This is an optimization exercise on Yosys and OpenROAD, whose aim is small area, a short achievable clock period and few clock cycles, not a production implementation.
In this exercise RTL edits were held to simulation tests only and were not proved equivalent to the original.
Power and IR drop assume default switching activity.

==> flow/design.v <==
module vgc_topo (
    input  wire        clk,
    input  wire        rst,
    input  wire        cfg_we,
    input  wire [7:0]  cfg_addr,
    input  wire [31:0] cfg_wdata,
    input  wire        cmd_valid,
    output wire        cmd_ready,
    input  wire [31:0] cmd,
    output wire        rsp_valid,
    input  wire        rsp_ready,
    output wire [63:0] rsp
);
    localparam ST_OK       = 8'h00;
    localparam ST_NOTFOUND = 8'h01;
    localparam ST_INVTOPO  = 8'h02;
    localparam ST_NOREG    = 8'h05;
    localparam ST_STATE    = 8'h06;
    localparam ST_ILLEGAL  = 8'h07;
    localparam ST_RESOURCE = 8'h08;
    integer i, c, g;
    function automatic lt6(input [5:0] a, input [5:0] b);
        integer k; reg r;
        begin
            r = 1'b0;
            for (k = 0; k < 6; k = k + 1) r = (~a[k] & b[k]) | (~(a[k] ^ b[k]) & r);
            lt6 = r;
        end
    endfunction
    function automatic ge8(input [7:0] a, input [7:0] b);
        integer k; reg r;
        begin
            r = 1'b1;
            for (k = 0; k < 8; k = k + 1) r = (a[k] & ~b[k]) | (~(a[k] ^ b[k]) & r);
            ge8 = r;
        end
    endfunction
    function automatic ghit(input [15:0] p, input [10:0] phm1, input phnz,
                            input [15:0] b, input [5:0] sz);
        reg [5:0] dl;
        begin
            dl = {1'b0, p[4:0]} - {1'b0, b[4:0]};
            ghit = lt6({1'b0, dl[4:0]}, sz) &
                   (dl[5] ? (phnz & (phm1 == b[15:5])) : (p[15:5] == b[15:5]));
        end
    endfunction
    reg        d_present  [0:3];
    reg        d_explicit [0:3];
    reg        d_deb      [0:3];
    reg [3:0]  d_ngrp     [0:3];
    reg [5:0]  d_gpp      [0:3];
    reg [7:0]  d_barno    [0:3];
    reg [15:0] d_pin_base [0:3];
    reg [16:0] d_end      [0:3];    
    reg [31:0] d_padregs  [0:3];
    reg [15:0] d_gbase    [0:31];
    reg [5:0]  d_gsize    [0:31];
    reg [15:0] d_ggpio    [0:31];
    reg        lc;             
    reg [15:0] err_count;
    reg        err_code;       
    reg [15:0] err_pin;
    wire        wr    = cfg_we & ~lc;
    wire [31:0] wdat  = rst ? 32'd0 : cfg_wdata;
    wire [16:0] w_end = rst ? 17'd0 : {1'b0, cfg_wdata[15:0]} + {1'b0, cfg_wdata[31:16]};
    wire [5:0]  wsat  = rst ? 6'd0 : ((cfg_wdata[23:16] > 8'd32) ? 6'd33 : cfg_wdata[21:16]);
    always @(posedge clk) begin
        for (i = 0; i < 4; i = i + 1) begin
            if (rst || (wr && cfg_addr[7:6] == i && cfg_addr[5:0] == 6'h00)) begin
                d_present[i]  <= wdat[0];
                d_explicit[i] <= wdat[1];
                d_deb[i]      <= wdat[2];
                d_ngrp[i]     <= wdat[11:8];
                d_gpp[i]      <= wsat;
                d_barno[i]    <= wdat[31:24];
            end
            if (rst || (wr && cfg_addr[7:6] == i && cfg_addr[5:0] == 6'h01)) begin
                d_pin_base[i] <= wdat[15:0];
                d_end[i]      <= w_end;
            end
            if (rst || (wr && cfg_addr[7:6] == i && cfg_addr[5:0] == 6'h02))
                d_padregs[i]  <= wdat;
        end
        for (i = 0; i < 32; i = i + 1) begin
            if (rst || (wr && cfg_addr[7:6] == i / 8 && cfg_addr[5:3] == 3'b010 && cfg_addr[2:0] == i % 8)) begin
                d_gbase[i] <= wdat[15:0];
                d_gsize[i] <= wsat;
            end
            if (rst || (wr && cfg_addr[7:6] == i / 8 && cfg_addr[5:3] == 3'b100 && cfg_addr[2:0] == i % 8))
                d_ggpio[i] <= wdat[15:0];
        end
    end
    wire [3:0] act;
    assign act[0] = d_present[0];
    assign act[1] = act[0] & d_present[1];
    assign act[2] = act[1] & d_present[2];
    assign act[3] = act[2] & d_present[3];
    wire [3:0] expl = {d_explicit[3], d_explicit[2], d_explicit[1], d_explicit[0]};
    reg [31:0] gval;
    always @(*)
        for (i = 0; i < 32; i = i + 1)
            gval[i] = act[i / 8] & expl[i / 8] & ((i % 8) < d_ngrp[i / 8]);
    reg  rv;           
    reg  s2_v, s1_v, q_v;
    reg  sk_v;         
    wire hold  = rv & ~rsp_ready;
    assign cmd_ready = ~sk_v;
    wire acc   = cmd_valid & ~sk_v;
    wire [7:0]  c_op  = cmd[7:0];
    wire [7:0]  c_sel = cmd[15:8];
    wire [15:0] c_pin = cmd[31:16];
    reg  [5:0]  c_cls;
    reg         c_ill;
    always @(*) begin
        c_cls = 6'd0;
        c_ill = 1'b0;
        case (c_op)
            8'h01: begin c_cls[0] = 1'b1; c_ill = (c_sel != 8'd0) || (c_pin != 16'd0); end
            8'h04: begin c_cls[1] = 1'b1; c_ill = (c_sel != 8'd0); end
            8'h05: begin c_cls[2] = 1'b1; end
            8'h06: begin c_cls[3] = 1'b1; c_ill = (c_sel >= 8'd3); end
            8'h07: begin c_cls[4] = 1'b1; c_ill = (c_sel != 8'd0); end
            8'h08: begin c_cls[5] = 1'b1; c_ill = (c_sel != 8'd0) || (c_pin != 16'd0); end
            default: c_ill = 1'b1;
        endcase
    end
    wire [25:0] c_dec = {c_ill, c_cls, |c_sel[7:2], c_sel[1:0], c_pin};
    reg  [25:0] sk_dec;
    reg  [25:0] q_dec;
    reg  [10:0] q_phm1;
    reg         q_phnz;
    wire [25:0] n_dec = sk_v ? sk_dec : c_dec;
    wire        q_ill   = q_dec[25];
    wire [5:0]  q_cls   = q_dec[24:19];
    wire        q_selhi = q_dec[18];
    wire [1:0]  q_sel   = q_dec[17:16];
    wire [15:0] q_pin   = q_dec[15:0];
    reg [3:0]  chit;
    reg [7:0]  rg_hit;
    reg [31:0] mp_hit;
    reg [16:0] sel_off;
    always @(*) begin
        for (c = 0; c < 4; c = c + 1)
            chit[c] = act[c] & (q_pin >= d_pin_base[c]) & ({1'b0, q_pin} < d_end[c]);
        for (g = 0; g < 8; g = g + 1)
            rg_hit[g] = ghit(q_pin, q_phm1, q_phnz, d_gbase[{q_sel, g[2:0]}], d_gsize[{q_sel, g[2:0]}]) &
                        (g < d_ngrp[q_sel]);
        for (i = 0; i < 32; i = i + 1)
            mp_hit[i] = ghit(q_pin, q_phm1, q_phnz, d_ggpio[i], d_gsize[i]) & gval[i];
        sel_off = {1'b0, q_pin} - {1'b0, d_pin_base[q_sel]};
    end
    reg        s1_ill;
    reg [5:0]  s1_cls;
    reg        s1_selhi;
    reg [1:0]  s1_sel;
    reg [15:0] s1_pin;
    reg [3:0]  s1_chit;
    reg [7:0]  s1_rghit;
    reg [31:0] s1_mphit;
    reg [7:0]  s1_soff;
    reg [5:0]  s1_gpp;
    reg [1:0]  f_c;
    reg [15:0] f_off;
    reg [19:0] f_x;
    reg [2:0]  rg_g;
    reg        rg_f;
    reg [5:0]  rg_gpp;
    reg [8:0]  mul [1:7];
    reg [2:0]  sg;
    reg [3:0]  mp_ch;      
    reg [3:0]  mp_cf;      
    reg [31:0] mp_oh;      
    reg [7:0]  gf;
    reg        seen;
    reg [15:0] m_base;
    reg [4:0]  m_glo;
    reg [15:0] cb [0:3];
    reg [4:0]  cl [0:3];
    always @(*) begin
        f_c = s1_chit[0] ? 2'd0 : s1_chit[1] ? 2'd1 : s1_chit[2] ? 2'd2 : 2'd3;
        f_off = s1_pin - d_pin_base[f_c];
        f_x   = d_deb[f_c] ? {f_off, s1_sel, 2'b00} : {1'b0, f_off, s1_sel[0], 2'b00};
        rg_gpp = s1_gpp;
        for (g = 1; g < 8; g = g + 1) mul[g] = rg_gpp * g;
        sg = 3'd0;
        for (g = 1; g < 8; g = g + 1) if (ge8(s1_soff, mul[g][7:0])) sg = g;
        if (expl[s1_sel]) begin
            rg_f = |s1_rghit;
            rg_g = 3'd0;
            for (g = 7; g >= 0; g = g - 1) if (s1_rghit[g]) rg_g = g;
        end else begin
            rg_f = s1_chit[s1_sel];
            rg_g = sg;
        end
        if (s1_selhi || !act[s1_sel]) rg_f = 1'b0;
        for (c = 0; c < 4; c = c + 1)
            mp_ch[c] = expl[c] ? |s1_mphit[c*8 +: 8] : s1_chit[c];
        seen = 1'b0;
        for (c = 0; c < 4; c = c + 1) begin
            mp_cf[c] = mp_ch[c] & ~seen;
            seen = seen | mp_ch[c];
        end
        for (c = 0; c < 4; c = c + 1) begin
            seen = 1'b0;
            for (g = 0; g < 8; g = g + 1) begin
                gf[g] = s1_mphit[c*8+g] & ~seen;
                seen = seen | s1_mphit[c*8+g];
            end
            mp_oh[c*8 +: 8] = gf;
        end
        m_base = 16'd0;
        m_glo  = 5'd0;
        for (c = 0; c < 4; c = c + 1) begin
            cb[c] = 16'd0;
            cl[c] = 5'd0;
            for (g = 0; g < 8; g = g + 1) begin
                cb[c] = cb[c] | (d_gbase[c*8+g] & {16{mp_oh[c*8+g]}});
                cl[c] = cl[c] | (d_ggpio[c*8+g][4:0] & {5{mp_oh[c*8+g]}});
            end
            m_base = m_base | (cb[c] & {16{mp_cf[c] & expl[c]}});
            m_glo  = m_glo  | (cl[c] & {5{mp_cf[c] & expl[c]}});
        end
    end
    reg        s2_ill;
    reg [5:0]  s2_cls;
    reg [1:0]  s2_sel;
    reg [15:0] s2_pin;
    reg        s2_cf;
    reg [1:0]  s2_c;
    reg [19:0] s2_x;
    reg [31:0] s2_pad;
    reg        s2_rgf;
    reg [2:0]  s2_rgg;
    reg        s2_mf;
    reg        s2_mx;
    reg [15:0] s2_mbase;
    reg [4:0]  s2_mglo;
    reg [7:0]  b_st;
    reg [7:0]  cst;
    reg [16:0] npins;
    always @(*) begin
        b_st = ST_OK;
        for (c = 3; c >= 0; c = c - 1) begin
            cst = ST_OK;
            npins = d_end[c] - {1'b0, d_pin_base[c]};
            if (d_explicit[c]) begin
                if (d_ngrp[c] > 4'd8) cst = ST_RESOURCE;
                else begin
                    for (g = 0; g < 8; g = g + 1)
                        if (g < d_ngrp[c] && d_gsize[c*8+g] > 6'd32) cst = ST_INVTOPO;
                end
            end else if (npins != 17'd0) begin
                if (d_gpp[c] == 6'd0) cst = ST_RESOURCE;
                else if (d_gpp[c] > 6'd32 && npins > 17'd32) cst = ST_INVTOPO;
                else if (npins > {8'd0, d_gpp[c], 3'd0}) cst = ST_RESOURCE;
            end
            if (act[c] && cst != ST_OK) b_st = cst;
        end
    end
    reg [4:0]  m_dl;
    reg [16:0] m_val;
    reg [31:0] ro_val;
    reg [7:0]  n_st, n_aux;
    reg [15:0] n_pinf;
    reg [31:0] n_val;
    reg        n_nf;        
    reg        n_built;
    always @(*) begin
        m_dl  = s2_pin[4:0] - s2_mglo;
        m_val = s2_mx ? {1'b0, s2_mbase} + {12'd0, m_dl} : {1'b0, s2_pin};
        ro_val = s2_pad + {12'd0, s2_x};
        n_st = ST_OK; n_aux = 8'd0; n_pinf = 16'd0; n_val = 32'd0;
        n_nf = 1'b0; n_built = 1'b0;
        if (s2_ill) n_st = ST_ILLEGAL;
        else if (s2_cls[0]) begin
            if (lc) n_st = ST_STATE;
            else begin
                n_st = b_st;
                n_built = (b_st == ST_OK);
            end
        end else if (s2_cls[5]) begin
            n_pinf = err_pin;
            n_val  = {err_count, 7'd0, err_code, 7'd0, lc};
        end else if (!lc) n_st = ST_STATE;
        else if (s2_cls[1]) begin
            if (s2_cf) n_aux = {6'd0, s2_c};
            else n_nf = 1'b1;
        end else if (s2_cls[2]) begin
            if (s2_rgf) n_aux = {5'd0, s2_rgg};
            else n_nf = 1'b1;
        end else if (s2_cls[3]) begin
            if (!s2_cf) n_nf = 1'b1;
            else if (s2_sel == 2'd2 && !d_deb[s2_c]) n_st = ST_NOREG;
            else begin
                n_aux = d_barno[s2_c];
                n_val = ro_val;
            end
        end else begin
            if (s2_mf) n_val = {15'd0, m_val};
            else n_nf = 1'b1;
        end
        if (n_nf) n_st = ST_NOTFOUND;
    end
    reg [7:0]  r_st, r_aux;
    reg [15:0] r_pinf;
    reg [31:0] r_val;
    assign rsp_valid = rv;
    assign rsp = {r_val, r_pinf, r_aux, r_st};
    always @(posedge clk) begin
        if (rst) begin
            rv        <= 1'b0;
            s2_v      <= 1'b0;
            s1_v      <= 1'b0;
            q_v       <= 1'b0;
            sk_v      <= 1'b0;
            lc        <= 1'b0;
            err_count <= 16'd0;
            err_code  <= 1'b0;
            err_pin   <= 16'd0;
        end else if (!hold) begin
            rv   <= s2_v;
            s2_v <= s1_v;
            s1_v <= q_v;
            q_v  <= sk_v | acc;
            sk_v <= 1'b0;
            if (s2_v) begin
                if (n_built) lc <= 1'b1;
                if (n_nf) begin
                    if (err_count != 16'hFFFF) err_count <= err_count + 16'd1;
                    err_code <= 1'b1;
                    err_pin  <= s2_pin;
                end
            end
        end else if (acc) begin
            sk_v <= 1'b1;
        end
    end
    always @(posedge clk) begin
        if (!hold) begin
            r_st   <= n_st;
            r_aux  <= n_aux;
            r_pinf <= n_pinf;
            r_val  <= n_val;
            s2_ill   <= s1_ill;
            s2_cls   <= s1_cls;
            s2_sel   <= s1_sel;
            s2_pin   <= s1_pin;
            s2_cf    <= |s1_chit;
            s2_c     <= f_c;
            s2_x     <= f_x;
            s2_pad   <= d_padregs[f_c];
            s2_rgf   <= rg_f;
            s2_rgg   <= rg_g;
            s2_mf    <= |mp_ch;
            s2_mx    <= |(mp_cf & expl);
            s2_mbase <= m_base;
            s2_mglo  <= m_glo;
            s1_ill   <= q_ill;
            s1_cls   <= q_cls;
            s1_selhi <= q_selhi;
            s1_sel   <= q_sel;
            s1_pin   <= q_pin;
            s1_chit  <= chit;
            s1_rghit <= rg_hit;
            s1_mphit <= mp_hit;
            s1_soff  <= sel_off[7:0];
            s1_gpp   <= d_gpp[q_sel];
            q_dec  <= n_dec;
            q_phm1 <= n_dec[15:5] - 11'd1;
            q_phnz <= |n_dec[15:5];
        end else if (acc) begin
            sk_dec <= c_dec;
        end
    end
endmodule
==> flow/flow/run.sh <==
#!/bin/bash
# The standard layout (the standard.sh, unchanged synthesis and steps),
# with repair_timing asked for a larger setup margin so that the resizer
# keeps working below the 10 ns clock.
set -euo pipefail
bash standard.sh SETUP_SLACK_MARGIN=6.4 finish > standard.log 2>&1
==> flow/standard.sh <==
#!/bin/bash
# synth_recipe.tcl (not shown) runs the flow's synth.tcl, then flattens the netlist and writes it again
# the make line also repeats each setting of config.mk as NAME=value (left out here)
make -C /OpenROAD-flow-scripts/flow DESIGN_CONFIG=/design/flow/config.mk WORK_HOME=/design/flow/orfs CLKGATE_MAP_FILE= SYNTH_SCRIPT=/design/flow/synth_recipe.tcl "${@:-finish}"
==> flow/config.mk <==
export PLATFORM = sky130hd
export DESIGN_NAME = vgc_topo
export DESIGN_NICKNAME = vgc_topo
export VERILOG_FILES = /design/flow/design.v
export SDC_FILE = /design/flow/constraint.sdc
export NUM_CORES = 4
export LEC_CHECK = 0
export CAP_MARGIN = 20
export CORE_MARGIN = 2
export CORE_UTILIZATION = 55
export PLACE_DENSITY = 0.65
export SLEW_MARGIN = 20
==> flow/constraint.sdc <==
create_clock -name core_clock -period 10.0 [get_ports {clk}]
set_input_delay 2.0000 -clock core_clock [delete_from_list [all_inputs] [get_ports {clk}]]
set_output_delay 2.0000 -clock core_clock [all_outputs]
set_load 0.01 [all_outputs]
==> flow_summary.json <==
{
  "vias_per_cell": 6.68,
  "maxSlewHeadroom": 0.161,
  "cp-end-kind": "flip-flop",
  "cts_tree": "built",
  "hold_violations": 0,
  "critPathArrivalTime_ps": 4830,
  "slowest_delay_ps": 510,
  "totalWireLength_um": 383000,
  "clk_pin_slew_ps": 60,
  "gp_congestion": 1.02,
  "seq_area_frac_synth": 0.543,
  "synth_cells": 8036,
  "die-width_um": 440,
  "pwr-share-clk": 0.338,
  "grt_max_degree": 98,
  "antenna_left": 0,
  "timing.final.crit_period_ps": 4220,
  "core_area_sq_mm": 0.190,
  "grt_util_all_layers": 0.390,
  "synth.distinct_cells": 95,
  "rsz0062_at_grt": "yes",
  "drcViolationCount": 0,
  "firstDrtPassIters": 6,
  "area_delta_synth_final_pct": 14.4,
  "crit_slowest_cell": "edfxtp_1",
  "finish.utilization": 0.632,
  "cts_sinks": 1907,
  "worst_ep_required_time_ps": 10610,
  "cts_made_buffers": 200,
  "pin_count": 143,
  "overflow": 0,
  "finalSetupViolCount": 0,
  "wl_met3_um": 43900,
  "wl_met2_um": 171000,
  "fmax_mhz": 237,
  "fill_cells": 14300,
  "min_path_type": "reg -> reg",
  "grt_pass1_wl_um": 529000,
  "htreeDepth": 4,
  "avgSynthCellArea_sq_um": 13.0,
  "p_per_area_mw_per_mm2": 194,
  "switchingPower_w": 0.00692,
  "drtIter0Drc": 10000,
  "fp.dieH_um": 440,
  "clock_latency_ps": 890,
  "ys_top_cells_by_area": "edfxtp_1, xnor2_1, ha_1",
  "ys_async_sr_fraction": 0,
  "drive_above_1_share": 0.141,
  "period_share": 0.422,
  "die_area_sq_mm": 0.194,
  "combPwrFrac": 0.225,
  "yosysWarnings": 16,
  "highest_layer": "met5",
  "hpwl_um": 255000,
  "yosys_register_bits": 1907,
  "synth_edf_count": 1868,
  "seqPwrFrac": 0.437,
  "cts_root_buffer": "clkbuf_16",
  "final_cells": 11100,
  "max-cap-violations": 0,
  "p_int_w": 0.0163,
  "dp.cells": 10500,
  "leakage_nw": 44.8,
  "tightest_slew_ps": 1260,
  "cp_max_fo": 3,
  "wl_per_cell_um": 34.6,
  "skew_ps": 56.8,
  "yosysTopAreaCell": "edfxtp_1",
  "num_rows": 160,
  "ys.flop_type": "edfxtp_1",
  "yosys.area.top_type_share": 0.535,
  "syn_area_sq_mm": 0.105,
  "antenna_found_initial": 28,
  "grt_pass1_vias": 71400,
  "whs_ps": 418,
  "outcome": "complete, no violations",
  "crit_type": "reg -> reg",
  "path_cells": "ha_4 > fa_2 > nor2b_4 > o2111ai_4 > a41oi_2 > xor2_1 > ha_1 > nand4_1 > nor2_2 > a211oi_2 > o22ai_1 > o31ai_1 > a31oi_2 > o21ai_2 > mux2_4 > a211oi_4 > nor2_1",
  "start_util": 0.552,
  "maxSlewViolCount": 0,
  "nets": 9201,
  "ir_drop_mv": 0.181,
  "clock_tree.buffer_depth": 3,
  "vias": 73800,
  "worstSetupStartpointType": "flip-flop",
  "drt-met1-wl_um": 138000,
  "switching_share": 0.298,
  "port_buffers": 138,
  "tns_ps": 0
}
## area by class of cell
| class | count | area, sq um | share of cell area |
|---|---|---|---|
| Antenna cell | 12 | 30.0 | 0.000251 |
| Clock buffer | 234 | 5180 | 0.0433 |
| Clock inverter | 132 | 1680 | 0.0140 |
| Inverter | 502 | 1910 | 0.0160 |
| Multi-Input combinational cell | 5293 | 46200 | 0.386 |
| Sequential cell | 1907 | 56900 | 0.474 |
| Tap cell | 2511 | 3140 | 0.0262 |
| Timing Repair Buffer | 463 | 4810 | 0.0401 |
## placed cells by master (no fill, tap or decap), types with 70 or more instances in the layout
cell,netlist,final
a21o_1,304,304
a21oi_1,328,307
a221o_1,173,172
a221oi_1,98,97
a22oi_1,79,79
buf_4,4,227
clkbuf_16,0,204
edfxtp_1,1868,1868
ha_1,699,688
inv_1,501,494
mux2i_1,76,76
mux4_2,203,203
nand2_1,335,303
nand3_1,93,90
nand4_1,224,224
nor2_1,351,340
nor3_1,83,78
o21ai_0,202,134
or4_1,73,70
xnor2_1,1032,1029
xor2_1,112,107
## per-layer routing
metal,up-vias,track usage
met5,-,0
met4,8,0.241
met3,1140,0.0969
met2,4918,0.602
met1,36600,0.496
li1,31200,-
## flip-flops by register name (all words and copies together), names as in the netlist, 17 cells and up
name,cells
d_gbase,512
d_ggpio,512
d_gsize,192
d_padregs,128
d_end,68
d_pin_base,64
d_barno,32
r_val,32
s1_mphit,32
s2_pad,32
q_dec,25
sk_dec,25
d_gpp,24
s2_x,17
## repair_timing
item / in CTS / in global routing
gates resized for setup: 308 / 135
setup endpoints to repair: 1958 / 1202
setup buffers: 69 / 36
hold buffers: 0 / 0
pin swaps: 80 / 64
cloned: 22 / 2
## worst paths after layout
check             cells after the start   endpoint  slack, ps             start
setup / recovery                     17    r_st[3]       5780  d_pin_base[2][0]
hold / removal                        0  s2_cls[1]        420         s1_cls[1]
setup reg to reg                     17    r_st[3]       5780  d_pin_base[2][0]
hold reg to reg                       0  s2_cls[1]        420         s1_cls[1]
## metrics by stage
stage	cell area [sq um]	power [W]	worst slack, ps
after detailed placement	110000	0.0152	4370
after global routing	120000	0.0241	5700
after global placement	110000	0.0150	4400
after floorplan	105000	0.0135	5140
after CTS	119000	0.0231	5930
final	120000	0.0232	5780
## cells by family after synthesis
family                   after synthesis  share of synthesized area
AO/OA/AOI/OAI                       1588                      0.110
adder cells (fa/ha/maj)              758                     0.0947
AND/OR/NAND/NOR                     1478                     0.0717
other                                  1                  0.0000358
multiplexers                         311                     0.0543
XOR/XNOR                            1144                     0.0956
flip-flops                          1907                      0.543
buffers and inverters                849                     0.0308
## worst max-delay path: cells and delay by family, from the launching register on
family / cells / cell delay (ps)
flip-flops: 1 / 510
multiplexers: 1 / 330
adder cells (fa/ha/maj): 3 / 930
AND/OR/NAND/NOR: 4 / 570
AO/OA/AOI/OAI: 8 / 1500
XOR/XNOR: 1 / 100
## power by group through the flow
| stage | Sequential (W) | Clock [W] | Combinational (W) |
|---|---|---|---|
| after floorplan | 0.0100 | 0 | 0.00346 |
| after global placement | 0.0103 | 0 | 0.00473 |
| after detailed placement | 0.0103 | 0 | 0.00484 |
| after CTS | 0.0101 | 0.00789 | 0.00508 |
| after global routing | 0.0102 | 0.00820 | 0.00569 |
| final | 0.0102 | 0.00785 | 0.00524 |
## cells in the mapped netlist, types with 76 or more instances
master    instances
o21ai_0         202
nor2b_1          90
mux2i_1          76
xor2_1          112
inv_1           501
a221oi_1         98
nor2_1          351
nor3_1           83
nand3_1          93
a221o_1         173
nand2_1         335
xnor2_1        1032
a22oi_1          79
clkbuf_1        228
a21oi_1         328
a21o_1          304
buf_1            99
mux4_2          203
ha_1            699
nand4_1         224
edfxtp_1       1868
Testbench counts, summed over its fixed seeds: cycles 14,592.

[re-timing with driven ports]
In the flow no input, the clock included, has a driving cell. The finished layout below was timed again as built, in two steps.
Step 1, drivers: a clkbuf_16 drives clk and a buf_2 each remaining input, both assumed.
Step 2 also shifts input and output timing later by t, the mid clock arrival at the registers, as if the neighbouring blocks saw the same clock.
a / b / c = ideal / step 1 / step 2; a / b = the first two.
t (ns): 0.947
setup WS [ns]: 5.776 / 5.776 / 5.154
worst setup path at the end: input to register
pins driven straight from the clock port: 1
After both steps this run still meets setup and hold. For this run, drivers alone change the setup slack by 0.000 ns; drivers and shift together by -0.622 ns.
